This design comes from an exercise in tuning for small area, a short achievable clock period and few clock cycles on the open sky130 flow, not from production work.
At most, simulation tests tie the RTL to the original design; equivalence was not proved.
The RTL of runs 1 and 8 was laid out without a check of its function.
Power is estimated from default activity; no workload was simulated.

File: design/flow/config.mk
export PLATFORM = sky130hd
export DESIGN_NAME = css_descramble
export DESIGN_NICKNAME = css_descramble
export VERILOG_FILES = /design/flow/design.v
export SDC_FILE = /design/flow/constraint.sdc
export NUM_CORES = 4
export LEC_CHECK = 0
export CAP_MARGIN = 20
export CORE_MARGIN = 2
export CORE_UTILIZATION = 80
export CTS_BUF_LIST = sky130_fd_sc_hd__clkbuf_4
export PLACE_DENSITY = 0.9
export SETUP_SLACK_MARGIN = 3.4
export SLEW_MARGIN = 20
File: design/flow/constraint.sdc
create_clock -name core_clock -period 6.0 [get_ports {clk}]
set_input_delay 1.2000 -clock core_clock [delete_from_list [all_inputs] [get_ports {clk}]]
set_output_delay 1.2000 -clock core_clock [all_outputs]
set_load 0.01 [all_outputs]
File: design/flow/design.v
module css_t1 (
    input  wire [7:0] a,
    output wire [7:0] t1
);
    wire a01 = a[0] & a[1];
    wire u   = a01 ^ a[3];
    wire v   = (a[4] & a[5]) ^ a[6];
    wire w   = a01 ^ a[2];
    wire z   = (a[4] | a[5]) ^ a[7];
    assign t1[0] = ~u;
    assign t1[1] = ~v;
    assign t1[2] = a[5] ^ (u | v);
    assign t1[3] = a[1] ^ (u | v);
    assign t1[4] = ~w;
    assign t1[5] = ~z;
    assign t1[6] = a[0] ^ (w | z);
    assign t1[7] = a[4] ^ (w & z);
endmodule
module css_descramble (
    input  wire        clk,
    input  wire        rst,          
    input  wire        in_valid,
    output wire        in_ready,
    input  wire [31:0] in_data,
    input  wire [39:0] in_key,       
    input  wire [7:0]  in_cmi,
    output wire        out_valid,
    input  wire        out_ready,
    output wire [31:0] out_data
);
    reg  [31:0] obuf;
    reg         ov;
    reg  [8:0]  wcnt;           
    reg         gate;           
    reg  [31:0] o1w;            
    reg  [39:0] ssum;           
    reg         carry;
    reg  [7:0]  o0c;            
    reg  [2:0]  o0f;            
    function [7:0] rev8(input [7:0] b);
        integer k;
        begin
            for (k = 0; k < 8; k = k + 1) rev8[k] = b[7-k];
        end
    endfunction
    function [7:0] t2(input [7:0] i);
        t2 = i ^ (i >> 3) ^ (i >> 6);
    endfunction
    function [7:0] t3(input [2:0] i);
        t3 = (i[0] ? 8'h24 : 8'h00) ^ (i[1] ? 8'h49 : 8'h00) ^ (i[2] ? 8'h92 : 8'h00);
    endfunction
    function [31:0] lfsr1_word(input [31:0] w);
        reg [63:0] st;          
        integer j, i, q;
        begin
            for (j = 0; j < 4; j = j + 1)
                for (i = 0; i < 8; i = i + 1)
                    st[8*j + 7 - i] = w[8*j + i];
            for (q = 32; q < 64; q = q + 1)
                st[q] = st[q-17] ^ st[q-3];
            for (j = 0; j < 4; j = j + 1)
                for (i = 0; i < 8; i = i + 1)
                    lfsr1_word[8*j + i] = st[32 + 8*j + 7 - i];
        end
    endfunction
    function [10:0] o0_of(input [23:0] x);
        reg [24:0] l;
        reg [7:0]  k;
        begin
            l = {x[23:3], 1'b1, x[2:0]};
            k = l[24:17] ^ l[21:14] ^ l[20:13] ^ {l[12:8], 3'd0};
            o0_of = {k ^ {5'd0, k[7:5]}, k[2:0] ^ l[7:5]};
        end
    endfunction
    wire take = in_valid && in_ready;
    wire [7:0] b0 = in_data[7:0], b1 = in_data[15:8];
    wire [31:0] o1n = o1w;
    wire [7:0]  a0  = rev8({o0c[7:3], o0f});
    wire [7:0]  a1  = rev8(o0c);
    wire [8:0]  sn0 = {1'b0, a0} + {1'b0, ~rev8(o1n[7:0])};
    wire [8:0]  sn1 = {1'b0, a1} + {1'b0, ~rev8(o1n[15:8])};
    wire [8:0]  sn2 = {1'b0, a1} + {1'b0, ~rev8(o1n[23:16])};
    wire [8:0]  sn3 = {1'b0, a1} + {1'b0, ~rev8(o1n[31:24])};
    wire        pn0 = &sn0[7:0];
    wire        pn1 = &sn1[7:0];
    wire        pn2 = &sn2[7:0];
    wire        pn3 = &sn3[7:0];
    wire [3:0] bc;              
    wire [31:0] ks;
    wire [3:0] bg = {ssum[38], ssum[28], ssum[18], ssum[8]};    
    wire [3:0] bp = {ssum[39], ssum[29], ssum[19], ssum[9]};    
    assign bc[0] = carry;
    assign bc[1] = bg[0] | (bp[0] & carry);
    assign bc[2] = bg[1] | (bp[1] & bg[0]) | (bp[1] & bp[0] & carry);
    assign bc[3] = bg[2] | (bp[2] & bg[1]) | (bp[2] & bp[1] & bg[0]) | (bp[2] & bp[1] & bp[0] & carry);
    wire carry_next = bg[3] | (bp[3] & bc[3]);
    genvar j;
    generate
        for (j = 0; j < 4; j = j + 1) begin : g_ks
            wire [7:0] sj = ssum[10*j +: 8];
            assign ks[8*j +: 8] = sj ^ ({sj[6:0] & {sj[5:0], 1'b1} & {sj[4:0], 2'b11} & {sj[3:0], 3'b111}
                                         & {sj[2:0], 4'hF} & {sj[1:0], 5'h1F} & {sj[0], 6'h3F}, 1'b1}
                                        & {8{bc[j]}});
        end
    endgenerate
    wire [31:0] t1w;
    css_t1 u_t10 (.a(in_data[7:0]),   .t1(t1w[7:0]));
    css_t1 u_t11 (.a(in_data[15:8]),  .t1(t1w[15:8]));
    css_t1 u_t12 (.a(in_data[23:16]), .t1(t1w[23:16]));
    css_t1 u_t13 (.a(in_data[31:24]), .t1(t1w[31:24]));
    wire scr = gate && wcnt[8:5] != 4'd0;      
    always @(posedge clk) begin
        if (rst) begin
            ov   <= 1'b0;
            wcnt <= 9'd0;
        end else begin
            if (take) begin
                ov   <= 1'b1;
                wcnt <= wcnt + 9'd1;
            end else if (out_ready) begin
                ov   <= 1'b0;
            end
        end
        if (take) begin
            obuf <= scr ? (t1w ^ ks) : in_data;
            if (wcnt == 9'd5)
                gate <= b0[5:4] != 2'b00;
            if (wcnt == 9'd21) begin
                gate  <= gate && in_cmi[7] && in_key != 40'd0;
                o1w   <= {in_key[7:0] ^ b0, in_key[14:8] ^ b1[6:0], 1'b1, 7'd0, in_key[15] ^ b1[7], in_data[23:16]};
                o0c   <= in_data[31:24];
                carry <= 1'b0;
            end
            if (wcnt == 9'd22)
                {o0c, o0f} <= o0_of(in_key[39:16] ^ {b0, o0c, o1w[7:0]});
            if (wcnt >= 9'd30)
                o1w  <= lfsr1_word(o1w);
            if (wcnt >= 9'd31)
                ssum <= {pn3, sn3, pn2, sn2, pn1, sn1, pn0, sn0};
            if (wcnt == 9'd31)
                o0f <= o0c[2:0];
            if (wcnt[8:5] != 4'd0)
                carry <= carry_next;
        end
    end
    assign in_ready  = out_ready;
    assign out_valid = ov;
    assign out_data  = obuf;
endmodule
File: design/flow/flow/run.sh
#!/bin/bash
# Layout flow: the standard ORFS flow (standard.sh), with extra ORFS settings passed
# to make:
#  - the port buffers that buffer_ports puts on every input and output are
#    sky130_fd_sc_hd__buf_1 instead of the cell it picks by default (clkdlybuf4s50_1);
#  - if flow/abc.script exists, Yosys's ABC technology mapping uses it in place of ORFS's
#    abc_speed.script: ORFS's scripts folder is copied here (scripts_local/) with only that
#    file replaced. Synthesis is otherwise ORFS's and the standard flow's own (synth_recipe.tcl);
#    ABC maps only combinational logic, so the registers are the standard synthesis's;
#  - any further make settings listed one per line in flow/extra.txt.
# make's full output goes to flow_make.log here; each ORFS step keeps its own log under
# orfs/logs/.
set -euo pipefail
EXTRA=(
  "BUFFER_PORTS_ARGS=-buffer_cell sky130_fd_sc_hd__buf_1"
)
if [[ -f flow/abc.script ]]; then
  rm -rf scripts_local
  cp -r "$FLOW_HOME/scripts" scripts_local
  cp flow/abc.script scripts_local/abc_speed.script
  EXTRA+=("SCRIPTS_DIR=$PWD/scripts_local")
fi
if [[ -f flow/extra.txt ]]; then
  while IFS= read -r line; do
    [[ -n "$line" ]] && EXTRA+=("$line")
  done < flow/extra.txt
fi
bash standard.sh "${EXTRA[@]}" finish > flow_make.log 2>&1
File: design/flow/flow/abc.script
strash
&get -n
&fraig -x
&put
dc2
strash
&get -n
&dch -f
&nf
&put
File: design/flow/standard.sh
#!/bin/bash
# synth_recipe.tcl (not shown) runs the flow's synth.tcl, then flattens the netlist and writes it again
# the make line also repeats each setting of config.mk as NAME=value (left out here)
make -C /OpenROAD-flow-scripts/flow DESIGN_CONFIG=/design/flow/config.mk WORK_HOME=/design/flow/orfs CLKGATE_MAP_FILE= SYNTH_SCRIPT=/design/flow/synth_recipe.tcl "${@:-finish}"
==> reports/results.ini, run 1 <==
[floorplanning]
start_util_pct=82.4
ioPinCount=118
die_w_um=104
fp-row-count=36
die_y_um=104

[place]
port_buffers=110
gp_congestion=0.941
dp.cells=999
place_hpwl_um=15700

[logic_synthesis]
ys_ff_latch=127
synthTopCellsByArea=edfxtp_1, xnor2_1, ha_1
synthFlopType=edfxtp_1
synth_cells=754
synth.most_common_cell=xnor2_1
yosysTopAreaCellShare_pct=43.6
synth_cell_types=33
synth_edf_count=117
synthArstFlopShare_pct=0
yosys_warnings=1
synth_top_cell_by_area=edfxtp_1
syn_area_per_cell_um2=10.7
ys_seq_area_share_pct=46.1
syn_nets=881
synthesis.area_um2=8050
synth_common_cells=xnor2_1, edfxtp_1, a21oi_1, nor2_1, clkinv_1

[clock_tree]
cts.root.buffer_cell=clkbuf_4
cts_buffer_depth=2
numCtsBuffers=17
cts.sinks=127
h-tree-depth=4

[timing]
grt-worst-endpoint=ssum[9]$_DFFE_PP_/D
endpoint_type=register input

[global_routing]
overflow=891
grt_use_total_pct=100
grt_max_degree=42

[outcome]
stop_stage=5_1_grt
error=[ERROR GRT-0232] Routing congestion too high. Check the congestion heatmap in the GUI.
outcome=did not finish

[per-layer routing]
metal / track usage [%] / overflow
met5: 32.9 / 2
met4: 112 / 198
met1: 88.9 / 15
met2: 129 / 665
met3: 78.6 / 11
[per-stage QoR]
stage	cell area (µm²)	utilization, %	hold WS (ns)	worst slack (ns)
CTS	9230	94.5	0.492	3.37
detailed placement	8720	89.2	0.477	2.59
global placement	8700	89.0	0.458	2.79
floorplan	8100	-	0.487	3.05
[timing repair]
action | 4_1_cts
resized for setup | 20
pin swaps | 5
cloned | 2
endpoints found under the setup margin | 115
hold buffers | 0
setup buffers | 11
[power by group through the flow]
stage	combinational [mW]	clock, mW	sequential [mW]
2_1_floorplan	0.153	0	1.00
3_3_place_gp	0.229	0	0.998
3_5_place_dp	0.240	0	0.998
4_1_cts	0.248	0.610	0.978
[cells by family after synthesis]
logic type | share of synthesized area [%]
XOR/XNOR | 22.5
flip-flops | 46.1
AND/OR/NAND/NOR | 11.2
multiplexers | 1.24
adder cells (fa/ha/maj) | 7.05
buffers and inverters | 2.56
AO/OA/AOI/OAI | 9.35
[worst max path at each step]
stage	from	to	slack, ns	depth (start not counted)
global placement	wcnt[5]	ssum[0]	2.79	5
floorplan	wcnt[5]	o1w[0]	3.05	5
CTS	o0c[7]	ssum[19]	3.37	11
detailed placement	wcnt[5]	ssum[0]	2.59	5
==> run 2, diff against run 1 <==
--- a/design/flow/design.v
+++ b/design/flow/design.v
@@ -42,12 +42,6 @@
         begin
             for (k = 0; k < 8; k = k + 1) rev8[k] = b[7-k];
         end
-    endfunction
-    function [7:0] t2(input [7:0] i);
-        t2 = i ^ (i >> 3) ^ (i >> 6);
-    endfunction
-    function [7:0] t3(input [2:0] i);
-        t3 = (i[0] ? 8'h24 : 8'h00) ^ (i[1] ? 8'h49 : 8'h00) ^ (i[2] ? 8'h92 : 8'h00);
     endfunction
     function [31:0] lfsr1_word(input [31:0] w);
         reg [63:0] st;          
==> design/flow/flow/abc.script (replaced) <==
&get -n
&st
&dch
&nf
&st
&syn2
&if -g -K 6
&synch2
&nf
&put
--- a/design/flow/config.mk
+++ b/design/flow/config.mk
@@ -7,8 +7,8 @@
 export LEC_CHECK = 0
 export CAP_MARGIN = 20
 export CORE_MARGIN = 2
-export CORE_UTILIZATION = 80
-export CTS_BUF_LIST = sky130_fd_sc_hd__clkbuf_4
-export PLACE_DENSITY = 0.9
+export CORE_UTILIZATION = 70
+export CTS_BUF_LIST = sky130_fd_sc_hd__clkbuf_4 sky130_fd_sc_hd__clkbuf_8
+export PLACE_DENSITY = 0.85
 export SETUP_SLACK_MARGIN = 3.4
 export SLEW_MARGIN = 20
==> run 2 against run 1 <==
- the run now finishes clean
- synthesized area increased by 1.0%
- synthesized cell count rose by 4.1%
==> reports/results.ini, run 2 <==
[logic_synthesis]
synth_edf_count=117  ; unchanged
syn_area_per_cell_um2=10.4  ; -2.9%
synth.most_common_cell=xnor2_1
synth_fa_ha_area_share_pct=6.98  ; -0.073 points
synthMuxAreaShare_pct=0  ; -1.2 points
ys_ff_latch=127  ; unchanged
synth_cell_types=32  ; -3.0%
synth_top_family_by_area=XOR/XNOR gates
yosysTopAreaCellShare_pct=43.2  ; -0.45 points
yosys.area_share.simple_pct=12.2  ; +0.99 points
synthFlopType=edfxtp_1
ys_seq_area_share_pct=45.6  ; -0.47 points
synth_compound_area_share_pct=8.78  ; -0.57 points
synth_xor_area_share_pct=24.2  ; +1.7 points
synth_cells=785  ; +4.1%
synthTopCellsByArea=edfxtp_1, xnor2_1, ha_1
synth_common_cells=xnor2_1, edfxtp_1, nor2_1, nand2_1, xor2_1
yosys_warnings=1  ; unchanged
synthArstFlopShare_pct=0  ; unchanged
synthesis.area_um2=8140  ; +1.0%
synth_top_cell_by_area=edfxtp_1
syn_nets=912  ; +3.5%

[clock_tree]
numCtsBuffers=17  ; unchanged
h-tree-depth=4  ; unchanged
worst_skew_pair.late_latency_ns=0.47
cts.sinks=127  ; unchanged
path_clk_slew_ns=0.07
cts.root.buffer_cell=clkbuf_8
cts_tree=done
holdBufCountCts=0  ; unchanged
cts_buffer_depth=2  ; unchanged

[drt]
ant_nets=0
vias=6521
wl_per_cell_um=19.4
drt-pass1-iter-count=8
drc_errors=0
routed_via_density=6.02
drt_iter0_drc=791
routed_wl_um=21000

[setup_path]
path_class=flop to flop
r2r_slack_ns=3.29
endpoint=o1w[0]
worstSetupEndpointType=flop
r2r_start=wcnt[5]
r2r_cells=5
crit_start=wcnt[5]
worstPathMaxFanout=16
arrival_ns=2.80
required_ns=6.10
start_kind=flop
r2r_end=o1w[0]

[cells_and_area]
top_register=ssum
mostFrequentLayoutCell=xnor2_1
num_antenna_cells=0
most-common-layout-cells=xnor2_1, edfxtp_1, buf_1, nor2_1, nand2_1
top_regs=ssum: 40 flops, o1w: 32 flops, obuf: 32 flops
num-fill-cells=675
syn2layout_area_growth_pct=15.1
largest_reg_flops=40
final_nets=1055
final_util_pct=82.4
drive_gt1_share_pct=7.23
final_cell_area_um2=9370
regArea_um2=3710
multiInputGateArea_um2=4370

[global_routing]
grt_max_degree=61
grt_first_pass_wirelength_um=31700
overflow=0
antenna_found_initial=0
grt_use_total_pct=33.2
grt_pass1_vias=6304

[place]
place_hpwl_um=15300  ; -2.7%
placed_cell_area_um2=8760  ; +0.47%
gp_congestion=0.950  ; +1.0%
port_buffers=110  ; unchanged
dpl_worst_slack_ns=2.89  ; +0.300 ns

[job]
drv_cap=0

[timing]
worst_pin_slew_ns=1.05
fin_ws_ns=3.29
whs_ns=0.475
setup_viol=0
period_share_pct=45.1
finClkSkew_ns=0.0129
slew_headroom_pct=30.3
period_minus_slack_ns=2.71
timing.final.hold_violations=0
rsz0062_at_grt=yes
slew_violations=0
setup_tns_ns=0
fmax_ghz=0.370

[pwr]
leakagePower_nw=3.36
p_per_area_nw_per_um2=211
vdd_drop_max_mv=0.223

[hold_path]
hp-class=flop to flop

[floorplanning]
fp-row-count=39  ; +8.3%
ioPinCount=118  ; unchanged
coreArea_um2=11400
die_y_um=112  ; +7.2%
die_w_um=112  ; +7.2%
dieArea_um2=12500
start_util_pct=71.6  ; -11 points

[outcome]
outcome=complete, no violations

## run 2: cell types whose count changed after synthesis, sizes merged, moves of 4 or more
| cell | delta |
|---|---|
| a21oi | -26 |
| and3 | -5 |
| o21ai | +19 |
| xnor3 | -5 |
| o21a | +5 |
| clkinv | -7 |
| mux2 | -8 |
| o211ai | +4 |
| and2 | -4 |
| nor3 | -7 |
| nand2 | +35 |
| o21bai | -6 |
| xnor2 | +31 |
| nand3 | +13 |
## run 2: worst max-delay path, cell delays in order (launching register included)
cell	delay (ns)
dfxtp_1	0.36
nor4_1	0.28
buf_4	0.21
and3b_1	0.26
nand3_1	0.35
a21oi_2	0.87
## run 2: cell type report
cell class,count,area share [%]
multi-input cells,613,46.7
well taps,143,1.91
clock buffers,27,3.70
repair buffers,123,5.66
inverters,46,1.87
clock inverters,5,0.548
flip-flops and latches,127,39.6
## run 2: report_power, final
group	internal [mW]	switching, mW	total [mW]
combinational	0.108	0.143	0.251
clock	0.410	0.337	0.748
sequential	0.975	0.00411	0.979
total	1.49	0.484	1.98
## run 2: cells by family after synthesis
kind of cell / after synthesis
adders and majority gates: 43
DFF: 127
buffers and inverters: 47
and+or+nand+nor: 216
xor gates and xnor gates: 225
AOI/OAI and AO/OA: 127
## run 2: metrics by stage
step	power, mW	instances
2_1_floorplan	1.17	785
6_report	1.98	1084
5_1_grt	2.03	1084
4_1_cts	1.97	1071
3_3_place_gp	1.23	1039
3_5_place_dp	1.24	1039
## run 2: metal layers
metal  up-vias  GRT usage [%]  wire length, µm
li1       3005              -                -
met1      3051           44.0             8010
met2       390           54.2            10200
met3        75           7.84             2150
met4         0           11.3              685
met5         -              0                0
## run 2: repair_timing
item,in CTS,in global routing
cloned,0,2
pin swaps,1,4
buffers inserted,0,11
resized for setup,10,13
setup endpoints to repair,44,97
## run 2: worst min-delay path by stage
stage / start / to / slack [ns] / cells past startpoint
CTS: ov / ov / 0.47 / 2
floorplan: wcnt[8] / wcnt[8] / 0.48 / 2
global route: ov / ov / 0.49 / 2
detailed placement: ov / ov / 0.46 / 2
finish: ov / ov / 0.47 / 2
global placement: ov / ov / 0.46 / 2
Testbench counts of run 2, summed over its fixed seeds: cycles 32,776.
==> run 3, diff against run 2 <==
--- a/design/flow/config.mk
+++ b/design/flow/config.mk
@@ -8,7 +8,9 @@
 export CAP_MARGIN = 20
 export CORE_MARGIN = 2
 export CORE_UTILIZATION = 70
-export CTS_BUF_LIST = sky130_fd_sc_hd__clkbuf_4 sky130_fd_sc_hd__clkbuf_8
+export CTS_BUF_LIST = sky130_fd_sc_hd__clkbuf_4
+export GPL_ROUTABILITY_DRIVEN = 0
+export GPL_TIMING_DRIVEN = 0
 export PLACE_DENSITY = 0.85
 export SETUP_SLACK_MARGIN = 3.4
 export SLEW_MARGIN = 20
removed: design/flow/flow/abc.script
==> run 3 against run 2 <==
- still clean
- synthesized area rose by 5.3%
- first-iteration DRC count rose by 11%
- register-to-register slack improved by 0.17 ns
- total power fell by 4.9%
- final area rose by 3.1%
- die area rose by 5.1%
- combinational power barely moved
- non-clock buffer count rose by 11
- hold slack improved by 0.0093 ns
- sequential power barely moved
- largest power group unchanged
- highest routed layer unchanged
==> reports/results.ini, run 3 <==
[cells_and_area]
top_regs=ssum: 40 flops, o1w: 32 flops, obuf: 32 flops
most-common-layout-cells=xnor2_1, edfxtp_1, buf_1, nand2_1, nor2_1
mostFrequentLayoutCell=xnor2_1
num-fill-cells=742  ; +9.9%
top_register=ssum
num_antenna_cells=0  ; unchanged
largest_reg_flops=40  ; unchanged
drive_gt1_share_pct=7.20  ; -0.026 points
syn2layout_area_growth_pct=12.7
final_nets=1114  ; +5.6%

[floorplanning]
die_w_um=115  ; +2.5%
die_y_um=115  ; +2.5%
start_util_pct=71.7  ; +0.088 points
coreArea_um2=12000  ; +5.2%
dieArea_um2=13100  ; +5.1%
fp-row-count=40  ; +2.6%
ioPinCount=118  ; unchanged

[timing]
setup_viol=0  ; unchanged
rsz0062_at_grt=yes
period_minus_slack_ns=2.70  ; -0.000680 ns
timing.final.hold_violations=0  ; unchanged
slew_violations=0  ; unchanged
period_share_pct=45.1  ; about the same
finClkSkew_ns=0.0198  ; +0.00689 ns
worst_pin_slew_ns=0.809  ; -0.236 ns
setup_tns_ns=0  ; unchanged
fmax_ghz=0.370  ; about the same
slew_headroom_pct=46.0  ; +16 points
fin_ws_ns=3.30  ; +0.000680 ns

[place]
place_hpwl_um=16900  ; +11%
dpl_worst_slack_ns=2.75  ; -0.141 ns
port_buffers=99  ; -10%

[global_routing]
grt_max_degree=41  ; -33%
antenna_found_initial=0  ; unchanged
grt_first_pass_wirelength_um=34600  ; +9.1%
grt.met1_usage_pct=46.0  ; +2.0 points
grtUsageMet3_pct=9.48  ; +1.6 points
overflow=0  ; unchanged
busiest_layer=met2
grt_pass1_vias=6557  ; +4.0%
grt_use_total_pct=35.8  ; +2.6 points
use_met2_pct=56.3  ; +2.1 points

[logic_synthesis]
syn_area_per_cell_um2=9.99  ; -3.6%
synthesis.area_um2=8570  ; +5.3%
ys_seq_area_share_pct=43.3  ; -2.3 points
synth.most_common_cell=xnor2_1
synth_edf_count=117  ; unchanged
syn_nets=985  ; +8.0%
synth_cell_types=57  ; +78%
synthArstFlopShare_pct=0  ; unchanged
synth_common_cells=xnor2_1, edfxtp_1, nand2_1, nor2_1, o21ai_0
synthTopCellsByArea=edfxtp_1, xnor2_1, ha_1
synth_cells=858  ; +9.3%
synth_top_cell_by_area=edfxtp_1
yosysTopAreaCellShare_pct=41.0  ; -2.2 points
ys_ff_latch=127  ; unchanged
yosys_warnings=1  ; unchanged
synthFlopType=edfxtp_1

[setup_path]
cp_common_cell=buf_6
start_kind=primary input
critical_path.cell_chain=buf_6 > buf_6 > buf_6
worstPathMaxFanout=3  ; -13
arrival_ns=1.50  ; -1.30 ns
critPathMaxStageDelay_ns=0.11  ; -0.76 ns
required_ns=4.80  ; -1.30 ns
slowest_stage=buf_6
worstSetupEndpointType=output port
path_class=primary input to output port

[clock_tree]
cts.root.buffer_cell=clkbuf_4
numCtsBuffers=17  ; unchanged
path_clk_slew_ns=0.12  ; +0.05 ns
cts_tree=done
h-tree-depth=4  ; unchanged
worst_skew_pair.late_latency_ns=0.59  ; +0.12 ns
cts_buffer_depth=2  ; unchanged
cts.sinks=127  ; unchanged

[pwr]
p_per_area_nw_per_um2=195  ; -7.8%
leakagePower_nw=3.58  ; +6.7%
vdd_drop_max_mv=0.154  ; -31%

[hold_path]
hp-class=flop to flop

[drt]
wl_per_cell_um=20.6  ; +6.5%
ant_nets=0  ; unchanged
drc_errors=0  ; unchanged
routed_via_density=6.29  ; +4.6%
drt_iter0_drc=879  ; +11%
drt-pass1-iter-count=8  ; unchanged
routed_wl_um=23700  ; +13%
vias=7220  ; +11%

[job]
drv_cap=0  ; unchanged

[outcome]
outcome=complete, no violations

-- run 3: changes by cell type in the layout (fill, tap and decap cells not counted), moves of 7 or more --
cell,delta
buf_1,-9
clkbuf_1,+19
clkbuf_4,+13
clkbuf_8,-23
clkinv_1,-41
inv_1,+48
nand2_1,+11
nor3_1,+10
o21a_1,+7
o21ai_0,+18
xnor2_1,-17
-- run 3: kinds of logic (layout without fill, tap and decap cells) --
| logic type | count (synthesis) | after routing | synth area share [%] |
|---|---|---|---|
| buffers and inverters | 74 | 215 | 3.30 |
| adders and majority gates | 43 | 43 | 6.63 |
| DFF | 127 | 127 | 43.3 |
| xor gates and xnor gates | 211 | 211 | 22.3 |
| AOI/OAI and AO/OA | 162 | 162 | 11.3 |
| muxes | 3 | 3 | 0.365 |
| and+or+nand+nor | 238 | 239 | 12.8 |
-- run 3: worst paths after layout --
path	from	endpoint	slack [ns]	depth (start not counted)
max	out_ready	in_ready	3.30	3
min	ov	ov	0.48	2
max reg2reg	carry	obuf[24]	3.46	9
min reg2reg	ov	ov	0.48	2
-- run 3: worst max-delay path: cells and delay by family --
family / cells / cell delay (ns)
buffers and inverters: 3 / 0.31
-- run 3: cell type report --
type,count,area [µm²],area share (%)
buffer,25,106,1.10
clock buffer,17,128,1.32
clock inverter,15,175,1.81
inverter,49,189,1.96
multi-input combinational,658,4670,48.4
sequential,127,3710,38.4
tap,147,184,1.90
timing repair buffer,109,494,5.11
-- run 3: timing repair --
action	CTS	global route
resized for setup	6	13
setup endpoints to repair	91	90
hold buffers	0	0
pin swaps	0	3
setup buffers	2	7
cloned	0	1
-- run 3: layer usage --
layer,part of all wire [%],up-vias,wire length (µm)
met5,0,-,0
met4,5.6,0,1320
met3,13,118,2960
met2,46,498,10900
met1,36,3355,8490
li1,-,3249,-
-- run 3: power breakdown --
part | internal, mW | switching [mW] | leakage [nW]
Clock | 0.320 | 0.328 | 0.161
Combinational | 0.107 | 0.147 | 2.26
Sequential | 0.975 | 0.00400 | 1.15
-- run 3: stage by stage --
step	hold slack (ns)	total power, mW	area, µm²	instances	utilization (%)
6_report	0.484	1.88	9660	1147	80.8
2_1_floorplan	0.493	1.17	8600	858	-
3_5_place_dp	0.464	1.24	9190	1105	76.8
3_3_place_gp	0.458	1.24	9150	1104	76.5
4_1_cts	0.481	1.87	9550	1139	79.8
5_1_grt	0.505	1.93	9660	1147	80.8
==> run 4, diff against run 3 <==
--- a/design/flow/config.mk
+++ b/design/flow/config.mk
@@ -9,8 +9,6 @@
 export CORE_MARGIN = 2
 export CORE_UTILIZATION = 70
 export CTS_BUF_LIST = sky130_fd_sc_hd__clkbuf_4
-export GPL_ROUTABILITY_DRIVEN = 0
-export GPL_TIMING_DRIVEN = 0
 export PLACE_DENSITY = 0.85
-export SETUP_SLACK_MARGIN = 3.4
+export SETUP_SLACK_MARGIN = 3.3
 export SLEW_MARGIN = 20
==> run 4 against run 3 <==
- global-route usage down 2.1 points
- synthesized cell count is the same
- synthesized area unchanged
- largest cell class unchanged
- hold slack gained 0.022 ns
- die area unchanged
- clock-buffer cell count up 4
- first-iteration DRC count shrank 22%
- utilization shrank 1.8 points
- clock power down 13%
- final area is 2.2% lower
- critical path depth rose by 1
==> reports/results.ini, run 4 <==
[cells_and_area]
drive_gt1_share_pct=6.10  ; -1.1 points
top_regs=ssum: 40 flops, o1w: 32 flops, obuf: 32 flops
num_antenna_cells=0  ; unchanged
syn2layout_area_growth_pct=10.2
final_util_pct=79.0  ; -1.8 points
final_cell_area_um2=9450  ; -2.2%
mostFrequentLayoutCell=xnor2_1
final_nets=1098  ; -1.4%
top_register=ssum
largest_reg_flops=40  ; unchanged
most-common-layout-cells=xnor2_1, edfxtp_1, buf_1, nand2_1, nor2_1
num-fill-cells=795  ; +7.1%

[floorplanning]
coreArea_um2=12000  ; unchanged
ioPinCount=118  ; unchanged
fp-row-count=40  ; unchanged
die_w_um=115  ; unchanged
start_util_pct=71.7  ; unchanged
die_y_um=115  ; unchanged
dieArea_um2=13100  ; unchanged

[clock_tree]
cts_tree=done
cts_buffer_depth=2  ; unchanged
h-tree-depth=4  ; unchanged
path_clk_slew_ns=0.10  ; -0.02 ns
numCtsBuffers=17  ; unchanged
cts.root.buffer_cell=clkbuf_4
worst_skew_pair.late_latency_ns=0.59  ; about the same
cts.sinks=127  ; unchanged

[timing]
setup_tns_ns=0  ; unchanged
slew_headroom_pct=34.4  ; -12 points
fmax_ghz=0.370  ; +0.17%
whs_ns=0.506  ; +0.0218 ns
finClkSkew_ns=0.0246  ; +0.00487 ns
fin_ws_ns=3.30  ; +0.00451 ns
worst_pin_slew_ns=0.985  ; +0.175 ns
setup_viol=0  ; unchanged
timing.final.hold_violations=0  ; unchanged
period_share_pct=45.0  ; -0.075 points
slew_violations=0  ; unchanged
rsz0062_at_grt=yes
period_minus_slack_ns=2.70  ; -0.00451 ns

[job]
drv_cap=0  ; unchanged

[global_routing]
grt_pass1_vias=6206  ; -5.4%
overflow=0  ; unchanged
antenna_found_initial=0  ; unchanged
grt_use_total_pct=33.7  ; -2.1 points
grt_max_degree=58  ; +41%
grt_first_pass_wirelength_um=32700  ; -5.5%

[logic_synthesis]
synthTopCellsByArea=edfxtp_1, xnor2_1, ha_1
synth_cell_types=57  ; unchanged
synth_cells=858  ; unchanged
yosys_warnings=1  ; unchanged
synthArstFlopShare_pct=0  ; unchanged
synth.most_common_cell=xnor2_1
syn_area_per_cell_um2=9.99  ; unchanged
synth_edf_count=117  ; unchanged
ys_seq_area_share_pct=43.3  ; unchanged
yosysTopAreaCellShare_pct=41.0  ; unchanged
synthesis.area_um2=8570  ; unchanged
synth_top_cell_by_area=edfxtp_1
synth_common_cells=xnor2_1, edfxtp_1, nand2_1, nor2_1, o21ai_0
ys_ff_latch=127  ; unchanged
synthFlopType=edfxtp_1
syn_nets=985  ; unchanged

[pwr]
vdd_drop_max_mv=0.136  ; -12%
leakagePower_nw=3.50  ; -2.2%
p_per_area_nw_per_um2=190  ; -2.6%

[setup_path]
path_class=primary input to flop
required_ns=6.21  ; +1.41 ns
slowest_stage=nor4_1
worstPathMaxFanout=40  ; +37
r2r_cells=9  ; unchanged
r2r_slack_ns=3.39  ; -0.07 ns
start_kind=primary input
r2r_start=carry
critPathMaxStageDelay_ns=0.70  ; +0.59 ns
worstSetupEndpointType=flop
arrival_ns=2.91  ; +1.41 ns
r2r_end=obuf[25]
critical_path.cell_chain=buf_1 > nand2_1 > nor4_1 > or2_4

[place]
dpl_worst_slack_ns=2.84  ; +0.0868 ns
port_buffers=110  ; +11%
place_hpwl_um=15900  ; -6.0%
gp_congestion=0.962
placed_cell_area_um2=9110  ; -0.82%

[drt]
routed_wl_um=21200  ; -10%
drt-pass1-iter-count=5  ; -3
vias=6795  ; -5.9%
wl_per_cell_um=18.7  ; -9.1%
routed_via_density=6.01  ; -4.6%
drc_errors=0  ; unchanged
ant_nets=0  ; unchanged
drt_iter0_drc=687  ; -22%

[hold_path]
hold_start=ov
hp-class=flop to flop
hold_path_depth=2  ; unchanged
hold_end=ov

[outcome]
outcome=complete, no violations

==> run 4: worst max-delay path by stage <==
stage              start        to  slack, ns  cells past startpoint
2_1_floorplan  out_ready    o1w[0]       3.31                      2
3_3_place_gp   out_ready  ssum[25]       2.92                      4
3_5_place_dp   out_ready  ssum[26]       2.84                      4
4_1_cts        out_ready  in_ready       3.34                      2
5_1_grt        out_ready  ssum[21]       3.28                      4
6_report       out_ready   ssum[9]       3.30                      4
==> run 4: metrics by stage <==
step,cells,total power [mW]
after global placement,1093,1.23
after CTS,1125,1.79
after global routing,1131,1.85
after detailed placement,1093,1.24
after floorplan,858,1.17
final,1131,1.79
==> run 4: power breakdown <==
| group | switching (mW) | internal (mW) | leakage (nW) |
|---|---|---|---|
| clock network | 0.311 | 0.256 | 0.148 |
| logic | 0.141 | 0.105 | 2.20 |
| registers | 0.00400 | 0.975 | 1.15 |
| total | 0.456 | 1.34 | 3.50 |
==> run 4: metal layers <==
| layer | vias up | GRT usage (%) | wire length [µm] |
|---|---|---|---|
| li1 | 3214 | - | - |
| met4 | 0 | 13.7 | 628 |
| met1 | 3241 | 45.0 | 8550 |
| met5 | - | 0 | 0 |
| met2 | 293 | 53.3 | 10100 |
| met3 | 47 | 7.94 | 1900 |
==> run 4: cells by family after synthesis <==
logic type,after synthesis,share of synthesized area (%)
flops,127,43.3
mux,3,0.365
simple gates,238,12.8
fa+ha+maj,43,6.63
xor+xnor,211,22.3
compound gates,162,11.3
buf+inv,74,3.30
==> run 4: what timing repair did <==
action / CTS / global route
hold buffers: 0 / 0
resized for setup: 3 / 3
buffers inserted: 0 / 6
setup endpoints to repair: 55 / 18
pin swaps: 0 / 0
==> run 4: final cells by class <==
type	count	area (µm²)	area share [%]
Multi-Input combinational cell	657	4630	49.0
Sequential cell	127	3710	39.3
Timing Repair Buffer	119	480	5.08
Inverter	49	185	1.96
Tap cell	147	184	1.95
Clock buffer	21	158	1.67
Clock inverter	11	98.8	1.05
==> run 4: worst max-delay path: cells and delay by family <==
kind,cells,cell delay [ns]
buffers and inverters,1,0.10
AND/OR/NAND/NOR,3,1.58
==> run 5, diff against run 4 <==
--- a/design/flow/config.mk
+++ b/design/flow/config.mk
@@ -10,5 +10,5 @@
 export CORE_UTILIZATION = 70
 export CTS_BUF_LIST = sky130_fd_sc_hd__clkbuf_4
 export PLACE_DENSITY = 0.85
-export SETUP_SLACK_MARGIN = 3.3
+export SETUP_SLACK_MARGIN = 3.2
 export SLEW_MARGIN = 20
==> run 5 against run 4 <==
- flip-flop and latch count is the same
- still clean
- via count is essentially flat
- final cell count shrank 0.18%
- sequential power is essentially flat
- total power grew 5.0%
- non-clock buffer count shrank 2
- final area grew 0.16%
- global-route usage shrank 0.57 points
==> reports/results.ini, run 5 <==
[timing]
slew_violations=0  ; unchanged
slew_headroom_pct=34.6  ; +0.21 points
period_minus_slack_ns=2.68  ; -0.0224 ns
setup_viol=0  ; unchanged
finClkSkew_ns=0.0218  ; -0.00286 ns
setup_tns_ns=0  ; unchanged
fmax_ghz=0.373  ; +0.84%
period_share_pct=44.6  ; -0.37 points
whs_ns=0.492  ; -0.0137 ns
rsz0062_at_grt=no
timing.final.hold_violations=0  ; unchanged
worst_pin_slew_ns=0.982  ; -0.00315 ns

[logic_synthesis]
synthMuxAreaShare_pct=0.365  ; unchanged
yosys.area_share.simple_pct=12.8  ; unchanged
synth_compound_area_share_pct=11.3  ; unchanged
synth.most_common_cell=xnor2_1
synthFlopType=edfxtp_1
synthArstFlopShare_pct=0  ; unchanged
synth_cells=858  ; unchanged
synthesis.area_um2=8570  ; unchanged
synth_common_cells=xnor2_1, edfxtp_1, nand2_1, nor2_1, o21ai_0
yosysTopAreaCellShare_pct=41.0  ; unchanged
ys_seq_area_share_pct=43.3  ; unchanged
synth_fa_ha_area_share_pct=6.63  ; unchanged
synth_cell_types=57  ; unchanged
synth_top_family_by_area=XOR/XNOR gates
synth_xor_area_share_pct=22.3  ; unchanged
synthTopCellsByArea=edfxtp_1, xnor2_1, ha_1
yosys_warnings=1  ; unchanged
synth_top_cell_by_area=edfxtp_1
synth_edf_count=117  ; unchanged
ys_ff_latch=127  ; unchanged
syn_area_per_cell_um2=9.99  ; unchanged
syn_nets=985  ; unchanged

[drt]
routed_via_density=6.02  ; +0.25%
wl_per_cell_um=18.6  ; -0.93%
drt_iter0_drc=632  ; -8.0%
drc_errors=0  ; unchanged
drt-pass1-iter-count=6  ; +1
ant_nets=0  ; unchanged
vias=6800  ; +0.074%
routed_wl_um=21000  ; -1.1%

[place]
port_buffers=110  ; unchanged
gp_congestion=0.998  ; +3.7%
place_hpwl_um=15500  ; -2.4%

[job]
drv_cap=0  ; unchanged

[cells_and_area]
syn2layout_area_growth_pct=10.4
final_nets=1096  ; -0.18%
top_register=ssum
top_regs=ssum: 40 flops, o1w: 32 flops, obuf: 32 flops
mostFrequentLayoutCell=xnor2_1
largest_reg_flops=40  ; unchanged
drive_gt1_share_pct=5.50  ; -0.60 points
num_antenna_cells=0  ; unchanged
most-common-layout-cells=xnor2_1, edfxtp_1, buf_1, nand2_1, nor2_1

[outcome]
outcome=complete, no violations

[pwr]
vdd_drop_max_mv=0.145  ; +6.9%
leakagePower_nw=3.50  ; +0.12%
p_per_area_nw_per_um2=199  ; +4.9%

[global_routing]
grt_pass1_vias=6319  ; +1.8%
busiest_layer=met2
overflow=0  ; unchanged
antenna_found_initial=0  ; unchanged
grtUsageMet3_pct=7.15  ; -0.79 points
grt_max_degree=58  ; unchanged
use_met2_pct=50.6  ; -2.7 points
grt.met1_usage_pct=44.2  ; -0.80 points
grt_use_total_pct=33.1  ; -0.57 points
grt_first_pass_wirelength_um=32400  ; -0.93%

[floorplanning]
ioPinCount=118  ; unchanged
fp-row-count=40  ; unchanged
coreArea_um2=12000  ; unchanged
dieArea_um2=13100  ; unchanged
die_y_um=115  ; unchanged
start_util_pct=71.7  ; unchanged
die_w_um=115  ; unchanged

[clock_tree]
holdBufCountCts=0  ; unchanged
cts_tree=done
path_clk_slew_ns=0.10  ; about the same
numCtsBuffers=17  ; unchanged
worst_skew_pair.late_latency_ns=0.58  ; about the same
cts.root.buffer_cell=clkbuf_4
cts_buffer_depth=2  ; unchanged
cts.sinks=127  ; unchanged
h-tree-depth=4  ; unchanged

[setup_path]
worstSetupEndpointType=output port
slowest_stage=buf_1
critPathMaxStageDelay_ns=0.17  ; -0.53 ns
arrival_ns=1.48  ; -1.43 ns
path_delay_family=buffers and inverters
worstPathMaxFanout=3  ; -93%
start_kind=primary input
cp_common_cell=buf_1
required_ns=4.80  ; -1.41 ns
path_class=primary input to output port
timing.critical_path.buf_inv=2  ; +1
critical_path.cell_chain=buf_1 > buf_1

[hold_path]
hp-class=flop to flop

run 5: cell types whose count changed in the layout (fill, tap and decap cells not counted):
cell	before	now
xnor2_2	5	4
clkinv_2	5	2
bufinv_16	2	4
xor2_1	50	51
buf_4	9	7
xor2_2	5	4
xnor2_1	151	152
a21oi_2	3	1
a21oi_1	37	39
clkbuf_4	21	22
run 5: kinds of logic after synthesis:
family,after synthesis
muxes,3
and+or+nand+nor,238
DFF,127
buffers and inverters,74
adders and majority gates,43
xor gates and xnor gates,211
AOI/OAI and AO/OA,162
run 5: area by class of cell:
cell class | count | area [µm²]
multi-input cells | 657 | 4610
clock inverters | 10 | 144
repair buffers | 117 | 465
flip-flops and latches | 127 | 3710
clock buffers | 22 | 165
well taps | 147 | 184
inverters | 49 | 185
fillers | 798 | 2500
run 5: timing repair:
| action | CTS | global route |
|---|---|---|
| buffers inserted | 0 | 3 |
| endpoints found under the setup margin | 48 | 4 |
| gates resized for setup | 3 | 1 |
| pin swaps | 0 | 0 |
run 5: metrics by stage:
| step | util, % | setup slack (ns) | instance area [µm²] | cells | power [mW] |
|---|---|---|---|---|---|
| after global placement | 76.2 | 2.65 | 9110 | 1094 | 1.23 |
| after CTS | 78.9 | 3.32 | 9440 | 1126 | 1.88 |
| final | 79.1 | 3.32 | 9470 | 1129 | 1.88 |
| after detailed placement | 76.2 | 2.61 | 9110 | 1094 | 1.24 |
| after floorplan | - | 3.21 | 8580 | 858 | 1.17 |
| after global routing | 79.1 | 3.20 | 9470 | 1129 | 1.94 |
run 5: report_power, final:
part | switching, mW | internal (mW) | total, mW
Sequential | 0.00399 | 0.975 | 0.979
Clock | 0.312 | 0.347 | 0.659
Combinational | 0.139 | 0.104 | 0.244
run 5: metal layers:
metal	share of wire (%)	vias to the layer above
li1	-	3215
met1	41	3175
met2	47	350
met3	8.6	60
met4	4.0	0
met5	0	-
run 5: path summary, 6_finish.rpt:
path	startpoint	endpoint	slack, ns	cells after the start
worst max register to register	wcnt[5]	o0f[1]	3.35	4
worst min register to register	ov	ov	0.49	2
worst max-delay path	out_ready	in_ready	3.32	2
worst min-delay path	ov	ov	0.49	2
==> run 6, diff against run 5 <==
--- a/design/flow/config.mk
+++ b/design/flow/config.mk
@@ -10,5 +10,5 @@
 export CORE_UTILIZATION = 70
 export CTS_BUF_LIST = sky130_fd_sc_hd__clkbuf_4
 export PLACE_DENSITY = 0.85
-export SETUP_SLACK_MARGIN = 3.2
+export SETUP_SLACK_MARGIN = 3.4
 export SLEW_MARGIN = 20
==> run 6 against run 5 <==
- clock skew down 0.0050 ns
- first-iteration DRC count up 8.9%
- global-route usage shrank 0.077 points
- hold slack worse by 0.0057 ns
- sequential share of layout area decreased by 0.27 points
- clock-buffer cell count is 1 higher
- non-clock buffer count is 5 higher
- largest power group unchanged
==> reports/results.ini, run 6 <==
[setup_path]
slowest_stage=buf_6
path_class=primary input to output port
required_ns=4.80  ; about the same
crit_start=out_ready
worstSetupEndpointType=output port
timing.critical_path.buf_inv=2  ; unchanged
path_delay_family=buffers and inverters
r2r_start=o1w[23]
critPathMaxStageDelay_ns=0.11  ; -0.06 ns
critical_path.cell_chain=buf_6 > buf_6
arrival_ns=1.40  ; -0.08 ns
cp_common_cell=buf_6
start_kind=primary input
worstPathMaxFanout=3  ; unchanged

[drt]
drt_iter0_drc=688  ; +8.9%
drt-pass1-iter-count=6  ; unchanged
routed_via_density=6.01  ; -0.28%
drc_errors=0  ; unchanged
routed_wl_um=21200  ; +1.3%
ant_nets=0  ; unchanged
wl_per_cell_um=18.7  ; +0.77%
vias=6817  ; +0.25%

[clock_tree]
cts.root.buffer_cell=clkbuf_4
worst_skew_pair.late_latency_ns=0.56  ; -0.02 ns
cts_tree=done
h-tree-depth=4  ; unchanged
cts_buffer_depth=2  ; unchanged
holdBufCountCts=0  ; unchanged
cts.sinks=127  ; unchanged
numCtsBuffers=17  ; unchanged
path_clk_slew_ns=0.10  ; about the same

[cells_and_area]
num_antenna_cells=0  ; unchanged
top_register=ssum
mostFrequentLayoutCell=xnor2_1
final_cell_area_um2=9530  ; +0.70%
most-common-layout-cells=xnor2_1, edfxtp_1, buf_1, nand2_1, nor2_1
final_util_pct=79.7  ; +0.55 points
final_nets=1102  ; +0.55%
largest_reg_flops=40  ; unchanged
syn2layout_area_growth_pct=11.2
top_regs=ssum: 40 flops, o1w: 32 flops, obuf: 32 flops
num-fill-cells=789  ; -1.1%
drive_gt1_share_pct=7.39  ; +1.9 points

[logic_synthesis]
synth_common_cells=xnor2_1, edfxtp_1, nand2_1, nor2_1, o21ai_0
synthesis.area_um2=8570  ; unchanged
ys_ff_latch=127  ; unchanged
synth_xor_area_share_pct=22.3  ; unchanged
synth.most_common_cell=xnor2_1
synth_edf_count=117  ; unchanged
synthMuxAreaShare_pct=0.365  ; unchanged
yosys_warnings=1  ; unchanged
ys_seq_area_share_pct=43.3  ; unchanged
yosys.area_share.simple_pct=12.8  ; unchanged
synth_top_cell_by_area=edfxtp_1
synth_top_family_by_area=XOR/XNOR gates
synth_cell_types=57  ; unchanged
syn_area_per_cell_um2=9.99  ; unchanged
synth_fa_ha_area_share_pct=6.63  ; unchanged
synthArstFlopShare_pct=0  ; unchanged
synth_cells=858  ; unchanged
yosysTopAreaCellShare_pct=41.0  ; unchanged
synthTopCellsByArea=edfxtp_1, xnor2_1, ha_1
synthFlopType=edfxtp_1
synth_compound_area_share_pct=11.3  ; unchanged
syn_nets=985  ; unchanged

[floorplanning]
coreArea_um2=12000  ; unchanged
start_util_pct=71.7  ; unchanged
ioPinCount=118  ; unchanged
dieArea_um2=13100  ; unchanged
die_w_um=115  ; unchanged
die_y_um=115  ; unchanged
fp-row-count=40  ; unchanged

[place]
placed_cell_area_um2=9130  ; +0.21%
gp_congestion=1.04  ; +4.5%
place_hpwl_um=15600  ; +0.66%
port_buffers=110  ; unchanged

[timing]
slew_headroom_pct=39.3  ; +4.8 points
finClkSkew_ns=0.0168  ; -0.00496 ns
fmax_ghz=0.384  ; +2.8%
rsz0062_at_grt=yes
worst_pin_slew_ns=0.910  ; -0.0715 ns
period_share_pct=43.4  ; -1.2 points
setup_tns_ns=0  ; unchanged
setup_viol=0  ; unchanged
period_minus_slack_ns=2.60  ; -0.0737 ns
timing.final.hold_violations=0  ; unchanged
slew_violations=0  ; unchanged

[hold_path]
hold_start=ov
hp-class=flop to flop

[global_routing]
use_met2_pct=53.3  ; +2.7 points
grt_pass1_vias=6285  ; -0.54%
grtUsageMet3_pct=8.26  ; +1.1 points
grt_first_pass_wirelength_um=32200  ; -0.40%
grt_use_total_pct=33.0  ; -0.077 points
grt_max_degree=58  ; unchanged
antenna_found_initial=0  ; unchanged
busiest_layer=met2
overflow=0  ; unchanged
grt.met1_usage_pct=42.7  ; -1.5 points

[job]
drv_cap=0  ; unchanged

[pwr]
p_per_area_nw_per_um2=190  ; -4.6%
vdd_drop_max_mv=0.171  ; +18%
power.total_mw=1.81  ; -3.9%
leakagePower_nw=3.55  ; +1.2%

[outcome]
outcome=complete, no violations

[run 6: cell families (layout without fill, tap and decap cells)]
group | count (synthesis) | in the layout
AND/OR/NAND/NOR | 238 | 239
buffers and inverters | 74 | 203
adder cells (fa/ha/maj) | 43 | 43
multiplexers | 3 | 3
XOR/XNOR | 211 | 211
flip-flops | 127 | 127
AO/OA/AOI/OAI | 162 | 162
[run 6: layout make-up]
cell class | instances | area, µm² | area share, %
sequential | 127 | 3710 | 39.0
multi-input combinational | 658 | 4660 | 48.9
tap | 147 | 184 | 1.93
inverter | 49 | 186 | 1.96
clock buffer | 23 | 173 | 1.81
clock inverter | 9 | 92.6 | 0.971
timing repair buffer | 122 | 518 | 5.43
[run 6: per-layer routing]
metal / share of wire, % / vias to the layer above / wire (µm)
met3: 9.5 / 57 / 2010
met4: 3.2 / 0 / 687
met5: 0 / - / 0
met2: 48 / 304 / 10100
met1: 40 / 3226 / 8410
li1: - / 3230 / -
[run 6: repair_timing]
item / CTS / global route
resized for setup: 5 / 11
cloned: 0 / 1
setup buffers: 2 / 6
pin swaps: 0 / 2
endpoints found under the setup margin: 97 / 108
[run 6: path summary, 6_finish.rpt]
kind / cells after the start / slack (ns) / to
hold / removal: 2 / 0.49 / ov
setup reg to reg: 9 / 3.52 / ssum[29]
hold reg to reg: 2 / 0.49 / ov
setup / recovery: 2 / 3.40 / in_ready
[run 6: report_power, final]
group,switching (mW),internal [mW]
Combinational,0.143,0.106
Sequential,0.00381,0.975
Clock,0.311,0.269
[run 6: through the flow]
stage	setup slack, ns	hold slack [ns]	cells
2_1_floorplan	3.30	0.493	858
3_3_place_gp	2.98	0.459	1094
3_5_place_dp	2.84	0.471	1094
4_1_cts	3.36	0.487	1128
5_1_grt	3.39	0.491	1135
6_report	3.40	0.486	1135
==> run 7, diff against run 6 <==
--- a/design/flow/config.mk
+++ b/design/flow/config.mk
@@ -7,8 +7,10 @@
 export LEC_CHECK = 0
 export CAP_MARGIN = 20
 export CORE_MARGIN = 2
-export CORE_UTILIZATION = 70
-export CTS_BUF_LIST = sky130_fd_sc_hd__clkbuf_4
-export PLACE_DENSITY = 0.85
+export CORE_UTILIZATION = 65
+export CTS_BUF_LIST = sky130_fd_sc_hd__clkbuf_4 sky130_fd_sc_hd__clkbuf_8
+export CTS_CLUSTER_DIAMETER = 60
+export CTS_CLUSTER_SIZE = 40
+export PLACE_DENSITY = 0.8
 export SETUP_SLACK_MARGIN = 3.4
 export SLEW_MARGIN = 20
==> run 7 against run 6 <==
- worst setup slack worse by 0.0016 ns
- combinational power about the same
- clock power up 23%
- critical path type unchanged
- largest cell class unchanged
- highest routed layer unchanged
==> reports/results.ini, run 7 <==
[clock_tree]
numCtsBuffers=17  ; unchanged
cts_buffer_depth=2  ; unchanged
cts_tree=done
path_clk_slew_ns=0.07  ; -0.03 ns
cts.sinks=127  ; unchanged
h-tree-depth=4  ; unchanged
worst_skew_pair.late_latency_ns=0.45  ; -0.11 ns
cts.root.buffer_cell=clkbuf_8

[cells_and_area]
mostFrequentLayoutCell=xnor2_1
most-common-layout-cells=xnor2_1, edfxtp_1, buf_1, nand2_1, nor2_1
num_antenna_cells=0  ; unchanged
top_regs=ssum: 40 flops, o1w: 32 flops, obuf: 32 flops
syn2layout_area_growth_pct=12.4
final_cell_area_um2=9630  ; +1.1%
final_nets=1097  ; -0.45%
final_util_pct=75.7  ; -4.0 points
drive_gt1_share_pct=7.02  ; -0.37 points
top_register=ssum
num-fill-cells=944  ; +20%
largest_reg_flops=40  ; unchanged

[logic_synthesis]
ys_ff_latch=127  ; unchanged
yosysTopAreaCellShare_pct=41.0  ; unchanged
syn_nets=985  ; unchanged
yosys_warnings=1  ; unchanged
synth_cells=858  ; unchanged
ys_seq_area_share_pct=43.3  ; unchanged
synthArstFlopShare_pct=0  ; unchanged
synth_top_cell_by_area=edfxtp_1
syn_area_per_cell_um2=9.99  ; unchanged
synth_common_cells=xnor2_1, edfxtp_1, nand2_1, nor2_1, o21ai_0
synth_cell_types=57  ; unchanged
synth_edf_count=117  ; unchanged
synthesis.area_um2=8570  ; unchanged
synthFlopType=edfxtp_1
synth.most_common_cell=xnor2_1
synthTopCellsByArea=edfxtp_1, xnor2_1, ha_1

[timing]
period_share_pct=43.4  ; about the same
slew_violations=0  ; unchanged
rsz0062_at_grt=yes
period_minus_slack_ns=2.61  ; +0.00164 ns
setup_viol=0  ; unchanged
finClkSkew_ns=0.0120  ; -0.00479 ns
setup_tns_ns=0  ; unchanged
fmax_ghz=0.384  ; about the same
timing.final.hold_violations=0  ; unchanged
worst_pin_slew_ns=0.953  ; +0.0425 ns
slew_headroom_pct=36.5  ; -2.8 points

[floorplanning]
dieArea_um2=14100  ; +7.4%
fp-row-count=41  ; +2.5%
start_util_pct=67.4  ; -4.3 points
ioPinCount=118  ; unchanged
die_w_um=119  ; +3.6%
coreArea_um2=12700  ; +6.4%
die_y_um=119  ; +3.6%

[place]
placed_cell_area_um2=9160  ; +0.34%
gp_congestion=0.984  ; -5.6%
port_buffers=110  ; unchanged
place_hpwl_um=15900  ; +1.7%

[drt]
drt_iter0_drc=626  ; -9.0%
met1_length_um=8460  ; +0.56%
drt-pass1-iter-count=5  ; -1
vias=6730  ; -1.3%
wl_per_cell_um=18.4  ; -1.5%
routed_wl_um=21300  ; +0.28%
ant_nets=0  ; unchanged
route.met3.wl_um=1740  ; -13%
drc_errors=0  ; unchanged
routed_via_density=5.83  ; -3.0%
topRoutingLayerUsed=met4
wl_met2_um=10300  ; +1.4%

[setup_path]
cp_common_cell=buf_6
path_delay_family=buffers and inverters
r2r_slack_ns=3.47  ; -0.05 ns
required_ns=4.80  ; about the same
crit_start=out_ready
worstPathMaxFanout=3  ; unchanged
r2r_cells=8  ; -1
r2r_end=ssum[29]
cp.depth=2  ; unchanged
slowest_stage=buf_6
arrival_ns=1.41  ; about the same
endpoint=in_ready
worstSetupEndpointType=output port
start_kind=primary input
critPathMaxStageDelay_ns=0.11  ; about the same
timing.critical_path.buf_inv=2  ; unchanged
r2r_start=o0c[7]
path_class=primary input to output port
critical_path.cell_chain=buf_6 > buf_6

[global_routing]
grt_max_degree=58  ; unchanged
grt_use_total_pct=30.6  ; -2.5 points
antenna_found_initial=0  ; unchanged
grt_first_pass_wirelength_um=32600  ; +1.2%
grt_pass1_vias=6267  ; -0.29%
overflow=0  ; unchanged

[pwr]
p_per_area_nw_per_um2=201  ; +6.2%
leakagePower_nw=3.57  ; +0.62%
vdd_drop_max_mv=0.136  ; -20%

[outcome]
outcome=complete, no violations

[hold_path]
hp-class=flop to flop
hold_path_depth=2  ; unchanged

[job]
drv_cap=0  ; unchanged

[run 7: cell type report]
type	instances	area, µm²	area share [%]
tap	172	215	2.23
clock inverter	10	95.1	0.987
sequential	127	3710	38.5
clock buffer	22	272	2.82
timing repair buffer	117	484	5.03
multi-input combinational	658	4670	48.5
inverter	49	186	1.94
[run 7: logic make-up after synthesis]
family	synth area share, %
and+or+nand+nor	12.8
xor gates and xnor gates	22.3
AOI/OAI and AO/OA	11.3
DFF	43.3
buffers and inverters	3.30
adders and majority gates	6.63
muxes	0.365
[run 7: per-layer routing]
metal,vias to the layer above,global-route usage (%)
li1,3208,-
met1,3192,39.6
met2,280,49.7
met3,50,5.56
met4,0,14.7
met5,-,0
[run 7: metrics by stage]
stage	cells	setup WS, ns	hold WS, ns	power [mW]
2_1_floorplan	858	3.30	0.493	1.17
3_3_place_gp	1119	2.92	0.459	1.23
3_5_place_dp	1119	2.85	0.514	1.24
4_1_cts	1152	3.32	0.527	1.94
5_1_grt	1155	3.39	0.537	2.01
6_report	1155	3.39	0.522	1.94
[run 7: worst reg2reg max path: cells and delay by family (launching register included)]
family | cells | cell delay, ns
fa+ha+maj | 2 | 0.71
flops | 1 | 0.58
compound gates | 4 | 0.74
simple gates | 2 | 0.39
[run 7: what timing repair did]
action                                  CTS  global route
hold buffers                              0             0
gates cloned                              0             1
endpoints found under the setup margin  101           102
pin swaps                                 0             1
buffers inserted                          1             2
gates resized for setup                   6            14
[run 7: worst min-delay path by stage]
stage	from	to
finish	ov	ov
global route	ov	ov
CTS	ov	ov
detailed placement	ov	ov
global placement	ov	ov
floorplan	ov	ov
[run 7: report_power, final]
part / total, mW / leakage, nW / switching [mW] / internal [mW]
Sequential: 0.980 / 1.15 / 0.00402 / 0.976
Clock: 0.713 / 0.195 / 0.331 / 0.383
Combinational: 0.247 / 2.22 / 0.141 / 0.106
Total: 1.94 / 3.57 / 0.475 / 1.46
==> run 8, diff against run 7 <==
--- a/design/flow/design.v
+++ b/design/flow/design.v
@@ -121,20 +121,19 @@
                 gate <= b0[5:4] != 2'b00;
             if (wcnt == 9'd21) begin
                 gate  <= gate && in_cmi[7] && in_key != 40'd0;
-                o1w   <= {in_key[7:0] ^ b0, in_key[14:8] ^ b1[6:0], 1'b1, 7'd0, in_key[15] ^ b1[7], in_data[23:16]};
-                o0c   <= in_data[31:24];
-                carry <= 1'b0;
+                o1w[31:16] <= {in_key[7:0] ^ b0, in_key[14:8] ^ b1[6:0], 1'b1};
+                o1w[8]      <= in_key[15] ^ b1[7];
+                o1w[7:0]    <= in_data[23:16];
+                o0c         <= in_data[31:24];
             end
             if (wcnt == 9'd22)
                 {o0c, o0f} <= o0_of(in_key[39:16] ^ {b0, o0c, o1w[7:0]});
             if (wcnt >= 9'd30)
                 o1w  <= lfsr1_word(o1w);
-            if (wcnt >= 9'd31)
-                ssum <= {pn3, sn3, pn2, sn2, pn1, sn1, pn0, sn0};
+            ssum  <= {pn3, sn3, pn2, sn2, pn1, sn1, pn0, sn0};
+            carry <= wcnt[8:5] != 4'd0 && carry_next;
             if (wcnt == 9'd31)
                 o0f <= o0c[2:0];
-            if (wcnt[8:5] != 4'd0)
-                carry <= carry_next;
         end
     end
     assign in_ready  = out_ready;
==> design/flow/config.mk (replaced) <==
export PLATFORM = sky130hd
export DESIGN_NAME = css_descramble
export DESIGN_NICKNAME = css_descramble
export VERILOG_FILES = /design/flow/design.v
export SDC_FILE = /design/flow/constraint.sdc
export NUM_CORES = 4
export LEC_CHECK = 0
export CAP_MARGIN = 20
export CORE_MARGIN = 2
export CORE_UTILIZATION = 70
export CTS_BUF_LIST = sky130_fd_sc_hd__clkbuf_4
export PLACE_DENSITY = 0.85
export SETUP_SLACK_MARGIN = 3.4
export SLEW_MARGIN = 20
==> run 8 against run 7 <==
- synthesized cell count increased by 0.35%
- largest power group unchanged
- register-to-register slack improved by 0.02 ns
- final area decreased by 0.44%
- die area decreased by 5.7%
==> reports/results.ini, run 8 <==
[pwr]
switching_power_uw=500  ; +5.3%
seq_power_share_pct=53.5  ; +3.0 points
combPwrFrac_pct=15.5  ; +2.8 points
leakagePower_nw=3.57  ; +0.13%
p_sw_share_pct=26.9  ; +2.4 points
vdd_drop_max_mv=0.135  ; -0.60%
p_per_area_nw_per_um2=194  ; -3.7%
p_clk_share_pct=30.9  ; -5.9 points
intPower_mw=1.36  ; -7.1%

[floorplanning]
die_w_um=115  ; -2.9%
coreArea_um2=12100  ; -5.2%
start_util_pct=72.1  ; +4.7 points
fp-row-count=40  ; -2.4%
dieArea_um2=13300  ; -5.7%
die_y_um=115  ; -2.9%
ioPinCount=118  ; unchanged

[setup_path]
r2r_end=ssum[29]
critical_path.cell_chain=buf_6 > buf_6
crit_start=out_ready
path_delay_family=buffers and inverters
timing.critical_path.buf_inv=2  ; unchanged
cp.depth=2  ; unchanged
r2r_slack_ns=3.49  ; +0.02 ns
r2r_cells=10  ; +2
cp_common_cell=buf_6
critPathMaxStageDelay_ns=0.11  ; about the same
slowest_stage=buf_6
path_class=primary input to output port
worstSetupEndpointType=output port
start_kind=primary input
arrival_ns=1.40  ; about the same
r2r_start=o1w[23]
required_ns=4.80  ; about the same
worstPathMaxFanout=3  ; unchanged

[timing]
timing.final.hold_violations=0  ; unchanged
setup_viol=0  ; unchanged
fmax_ghz=0.384  ; about the same
finClkSkew_ns=0.0199  ; +0.00790 ns
period_minus_slack_ns=2.60  ; -0.000990 ns
period_share_pct=43.4  ; about the same
fin_ws_ns=3.40  ; +0.000990 ns
slew_headroom_pct=32.2  ; -4.3 points
setup_tns_ns=0  ; unchanged
worst_pin_slew_ns=1.02  ; +0.0650 ns
rsz0062_at_grt=yes
slew_violations=0  ; unchanged

[drt]
wl_per_cell_um=18.5  ; +0.12%
routed_via_density=5.89  ; +1.1%
drt-pass1-iter-count=5  ; unchanged
drt_iter0_drc=723  ; +15%
drc_errors=0  ; unchanged
ant_nets=0  ; unchanged
vias=6771  ; +0.61%
routed_wl_um=21200  ; -0.40%

[cells_and_area]
final_nets=1095  ; -0.18%
most-common-layout-cells=xnor2_1, edfxtp_1, buf_1, nor2_1, inv_1
finalNonFillerCells=1149  ; -0.52%
syn2layout_area_growth_pct=10.4
final_util_pct=79.5  ; +3.8 points
drive_gt1_share_pct=6.93  ; -0.088 points
largest_reg_flops=40  ; unchanged
mostFrequentLayoutCell=xnor2_1
top_register=ssum
top_regs=ssum: 40 flops, o1w: 32 flops, obuf: 32 flops
final_cell_area_um2=9590  ; -0.44%
num_antenna_cells=0  ; unchanged

[clock_tree]
h-tree-depth=4  ; unchanged
path_clk_slew_ns=0.11  ; +0.04 ns
cts_tree=done
numCtsBuffers=17  ; unchanged
worst_skew_pair.late_latency_ns=0.56  ; +0.11 ns
cts.sinks=127  ; unchanged
cts.root.buffer_cell=clkbuf_4
cts_buffer_depth=2  ; unchanged

[place]
dp.cells=1111  ; -0.71%
gp_congestion=0.918  ; -6.7%
placed_cell_area_um2=9250  ; +0.96%
dpl_worst_slack_ns=2.84  ; -0.00773 ns
port_buffers=110  ; unchanged
place_hpwl_um=15200  ; -4.4%

[hold_path]
hold_path_depth=2  ; unchanged
hp-class=flop to flop
hold_start=ov
hold_end=ov

[logic_synthesis]
synth_edf_count=117  ; unchanged
synth_cells=861  ; +0.35%
ys_seq_area_share_pct=42.7  ; -0.59 points
synthArstFlopShare_pct=0  ; unchanged
synthFlopType=edfxtp_1
yosysTopAreaCellShare_pct=40.4  ; -0.56 points
syn_nets=988  ; +0.30%
synth_top_cell_by_area=edfxtp_1
yosys_warnings=1  ; unchanged
ys_ff_latch=127  ; unchanged
synth_cell_types=52  ; -8.8%
synthesis.area_um2=8690  ; +1.4%
synthTopCellsByArea=edfxtp_1, xnor2_1, ha_1
synth.most_common_cell=xnor2_1
synth_common_cells=xnor2_1, edfxtp_1, nor2_1, inv_1, nand2_1
syn_area_per_cell_um2=10.1  ; +1.0%

[global_routing]
grt_max_degree=82  ; +41%
grt_first_pass_wirelength_um=32300  ; -1.1%
antenna_found_initial=0  ; unchanged
grt_use_total_pct=32.7  ; +2.1 points
grt_pass1_vias=6256  ; -0.18%
overflow=0  ; unchanged

[outcome]
outcome=complete, no violations

[job]
drv_cap=0  ; unchanged

-- run 8: changes by cell type after synthesis, sizes merged, moves of 4 or more --
cell,before,now
o21a,11,3
and3,4,10
xnor2,156,164
a21oi,41,57
buf,3,10
nand3,20,24
inv,48,61
nor3,10,4
o21ai,62,51
nand2,82,59
-- run 8: kinds of logic (layout without fill, tap and decap cells) --
| family | after synthesis | after routing | synth area share, % |
|---|---|---|---|
| AOI/OAI and AO/OA | 149 | 151 | 9.82 |
| xor gates and xnor gates | 217 | 217 | 23.6 |
| adders and majority gates | 43 | 43 | 6.54 |
| buffers and inverters | 94 | 212 | 4.20 |
| DFF | 127 | 127 | 42.7 |
| muxes | 6 | 6 | 0.734 |
| and+or+nand+nor | 225 | 225 | 12.3 |
-- run 8: worst min-delay path, cell delays in order (launching register included) --
cell and delay (ns):
dfxtp_1 0.33, nand2b_1 0.06, a21oi_1 0.06
-- run 8: what timing repair did --
action | 4_1_cts | 5_1_grt
setup buffers | 2 | 2
endpoints found under the setup margin | 42 | 25
hold buffers | 0 | 0
pin swaps | 1 | 1
gates resized for setup | 2 | 7
gates cloned | 1 | 1
-- run 8: worst max-delay path by stage --
| stage | end | slack (ns) |
|---|---|---|
| after global routing | ssum[29] | 3.34 |
| after CTS | in_ready | 3.36 |
| after global placement | obuf[7] | 2.89 |
| after floorplan | obuf[7] | 3.40 |
| after detailed placement | obuf[7] | 2.84 |
| final | in_ready | 3.40 |
-- run 8: power groups by stage --
stage | Clock (mW) | Sequential (mW) | Combinational (mW)
CTS | 0.576 | 0.997 | 0.283
global placement | 0 | 1.02 | 0.272
detailed placement | 0 | 1.02 | 0.280
floorplan | 0 | 1.02 | 0.199
finish | 0.575 | 0.996 | 0.289
global route | 0.611 | 0.999 | 0.315
-- run 8: metal layers --
metal / vias up / track usage, % / share of wire (%)
met5: - / 0 / 0
met4: 0 / 14.5 / 3.6
met3: 69 / 7.43 / 9.9
met2: 360 / 52.6 / 47
met1: 3163 / 42.8 / 40
li1: 3179 / - / -
-- run 8: through the flow --
| step | hold WS (ns) | power [mW] |
|---|---|---|
| floorplan | 0.479 | 1.22 |
| global placement | 0.458 | 1.29 |
| detailed placement | 0.470 | 1.30 |
| CTS | 0.487 | 1.86 |
| global route | 0.524 | 1.92 |
| finish | 0.489 | 1.86 |
-- run 8: layout make-up --
class                      count  area (µm²)
multi-input combinational    642        4670
timing repair buffer         118         489
sequential                   127        3710
clock buffer                  19         143
tap                          168         210
fill                         775        2470
clock inverter                13         123
inverter                      62         246

==> separate check: timing with driven ports <==
No port has a modelled driver above. Below, the same layouts with a new extraction and two added sets of constraints.
Step 1 assumes that a clkbuf_16 drives the clock port and a buf_2 every other input.
Step 2 adds t to the input delays and takes it off the output delays; t is the mean of the earliest and latest rising clock arrival at the registers after step 1. Input paths then give back, and output paths get back, about the clock's delay inside the block.
Three values: no drivers, after step 1, after step 2; two values: the first two.
| run | t (ns) | slack for setup (ns) | worst setup path at the end |
|---|---|---|---|
| run 2 | 0.504 | 3.295 / 3.295 / 2.932 | input to register |
| run 3 | 0.609 | 3.295 / 3.261 / 2.912 | input to register |
| run 4 | 0.609 | 3.300 / 3.313 / 2.703 | input to register |
| run 5 | 0.601 | 3.322 / 3.290 / 2.806 | input to register |
| run 6 | 0.589 | 3.396 / 3.364 / 2.910 | input to register |
| run 7 | 0.489 | 3.394 / 3.361 / 3.022 | input to register |
| run 8 | 0.584 | 3.395 / 3.360 / 2.881 | input to register |
After both steps setup and hold are still met in every run listed. The setup slack of run 4, which loses most, moves by +0.013 ns with the drivers and by -0.597 ns with both steps.
